Background: an optimization exercise with open tools, aiming at small area. Do not read the settings as production practice.
The RTL was checked by simulation tests, not by an equivalence proof against the original design.
Power and IR drop assume default switching activity.

== red ==
==> flow/design.v (excerpt) <==
module imu_frame_sync (
    input  wire         clk,
    input  wire         rst,
    input  wire         in_valid,
    input  wire [7:0]   in_data,
    output wire         in_ready,
    output wire         out_valid,
    input  wire         out_ready,
    output wire [287:0] out_frame,
    output wire [15:0]  status_raw,
    output wire [23:0]  gyro_x_raw,
    output wire [23:0]  gyro_y_raw,
    output wire [23:0]  gyro_z_raw,
    output wire [23:0]  acc_x_raw,
    output wire [23:0]  acc_y_raw,
    output wire [23:0]  acc_z_raw,
    output wire [23:0]  acc_hg_x_raw,
    output wire [15:0]  temp_raw,
    output wire [7:0]   sw_version,
    output wire [7:0]   frame_counter,
    output wire [15:0]  checksum_raw,
    output wire         high_g_sensor_in_all_axes,
    output wire         acc_x_ok,
    output wire         acc_y_ok,
    output wire         acc_z_ok,
    output wire         gyro_x_ok,
    output wire         gyro_y_ok,
    output wire         gyro_z_ok,
    output wire         sync_signal_exists,
    output wire         normal_mode,
    output wire         bit_mode,
    output wire         fault_mode,
    output wire         gyro_ranges_ok,
    output wire [23:0]  gyro_x_s,
    output wire [23:0]  gyro_y_s,
    output wire [23:0]  gyro_z_s,
    output wire [23:0]  acc_x_s,
    output wire [23:0]  acc_y_s,
    output wire [24:0]  acc_z_s,
    output wire [23:0]  acc_hg_x_s,
    output wire [15:0]  temp_tenths,
    output wire         desync_evt,
    output wire [15:0]  desync_count
);
    frame_sync u_sync (
        .clk          (clk),
        .rst          (rst),
        .in_valid     (in_valid),
        .in_data      (in_data),
        .in_ready     (in_ready),
        .out_valid    (out_valid),
        .out_ready    (out_ready),
        .out_frame    (out_frame),
        .desync_evt   (desync_evt),
        .desync_count (desync_count)
  ...
Size in the first run: roughly 880 cells after synthesis, ~300 flip-flops, about 750 I/O pins.
==> flow/config.mk <==
export PLATFORM = sky130hd
export DESIGN_NAME = imu_frame_sync
export DESIGN_NICKNAME = imu_frame_sync
export VERILOG_FILES = /design/flow/design.v
export SDC_FILE = /design/flow/constraint.sdc
export NUM_CORES = 4
export LEC_CHECK = 0
export CAP_MARGIN = 20
export CORE_AREA = 5 5 315 315
export DIE_AREA = 0 0 320 320
export SLEW_MARGIN = 20
export BUFFER_PORTS_ARGS = -buffer_cell sky130_fd_sc_hd__buf_1
export CTS_ARGS = -sink_clustering_enable -repair_clock_nets -dont_use_dummy_load -buf_list {sky130_fd_sc_hd__clkbuf_4 sky130_fd_sc_hd__clkbuf_8}
==> flow/constraint.sdc <==
create_clock -name core_clock -period 5.0 [get_ports {clk}]
set_input_delay 1.0000 -clock core_clock [delete_from_list [all_inputs] [get_ports {clk}]]
set_output_delay 1.0000 -clock core_clock [all_outputs]
set_load 0.01 [all_outputs]
standard.sh (not shown) runs the stock make flow with config.mk's settings and CLKGATE_MAP_FILE= SYNTH_SCRIPT=/design/flow/synth_recipe.tcl, a recipe that flattens the netlist after the stock synthesis.
==> flow/flow/run.sh <==
#!/bin/bash
# Standard layout, with two changes: ports are buffered with the smallest
# buffer (buf_1) instead of clkdlybuf4s50_1, and CTS uses small clock
# buffers without dummy loads. Each ORFS step keeps its own log under
# orfs/logs; make's full output goes to make.log.
set -euo pipefail
cat >> config.mk <<'EOF'
export BUFFER_PORTS_ARGS = -buffer_cell sky130_fd_sc_hd__buf_1
export CTS_ARGS = -sink_clustering_enable -repair_clock_nets -dont_use_dummy_load -buf_list {sky130_fd_sc_hd__clkbuf_4 sky130_fd_sc_hd__clkbuf_8}
EOF
bash standard.sh > make.log 2>&1
No stage failed in red, and the final checks on the layout all came back clean.
Edits applied to the flow inputs when going from red to blue:
==> flow/run.sh (new file) <==
#!/bin/bash
# synth_recipe.tcl (not shown) runs the flow's synth.tcl, then flattens the netlist and writes it again
# the make line also repeats each setting of config.mk as NAME=value (left out here)
make -C /OpenROAD-flow-scripts/flow DESIGN_CONFIG=/design/flow/config.mk WORK_HOME=/design/flow/orfs CLKGATE_MAP_FILE= SYNTH_SCRIPT=/design/flow/synth_recipe.tcl finish
-- flow/config.mk --
<<< red, line 12
export BUFFER_PORTS_ARGS = -buffer_cell sky130_fd_sc_hd__buf_1
export CTS_ARGS = -sink_clustering_enable -repair_clock_nets -dont_use_dummy_load -buf_list {sky130_fd_sc_hd__clkbuf_4 sky130_fd_sc_hd__clkbuf_8}
>>> blue, line 12
removed: flow/flow/run.sh
removed: flow/standard.sh
--- outcome ---
Looking only at worst setup slack, and setting everything else aside, the lower value of blue and red goes to blue. Detailed-router iteration count before antenna repair: blue vs red identical. Comparing blue and red, the lower global-route usage is on red. registers as the leading power group was reported by red, and clock by blue. Diff red -> blue | wire length of the first global-routing pass | increase of 6.2%. In terms of mapped cell area, blue and red differ only marginally.

==> re-timing with driven ports <==
How much do the figures lean on ideal ports? The routed layouts below were timed once more, with nothing changed but the port constraints. Step 1, drivers: a clkbuf_16 drives clk and a buf_2 each remaining input, both assumed. Step 2 moves the port delays by t, midway between the first and last clock arrival at a register: inputs arrive t later, outputs are due t later. That takes back most of the time a late clock gives input paths. a / b / c = ideal ports / drivers / drivers and shift; a / b = the first two.
| run | t, ns | setup slack, ns | worst setup path at the end | worst register clock-pin slew, ns | pins driven straight from the clock port |
|---|---|---|---|---|---|
| red | 0.680 | 1.431 / 1.384 / 1.931 | input to register | 0.06 / 0.06 | 1 |
| blue | 0.607 | 1.245 / 1.195 / 1.624 | input to register | 0.06 / 0.06 | 1 |
After both steps setup and hold are still met in every run listed.
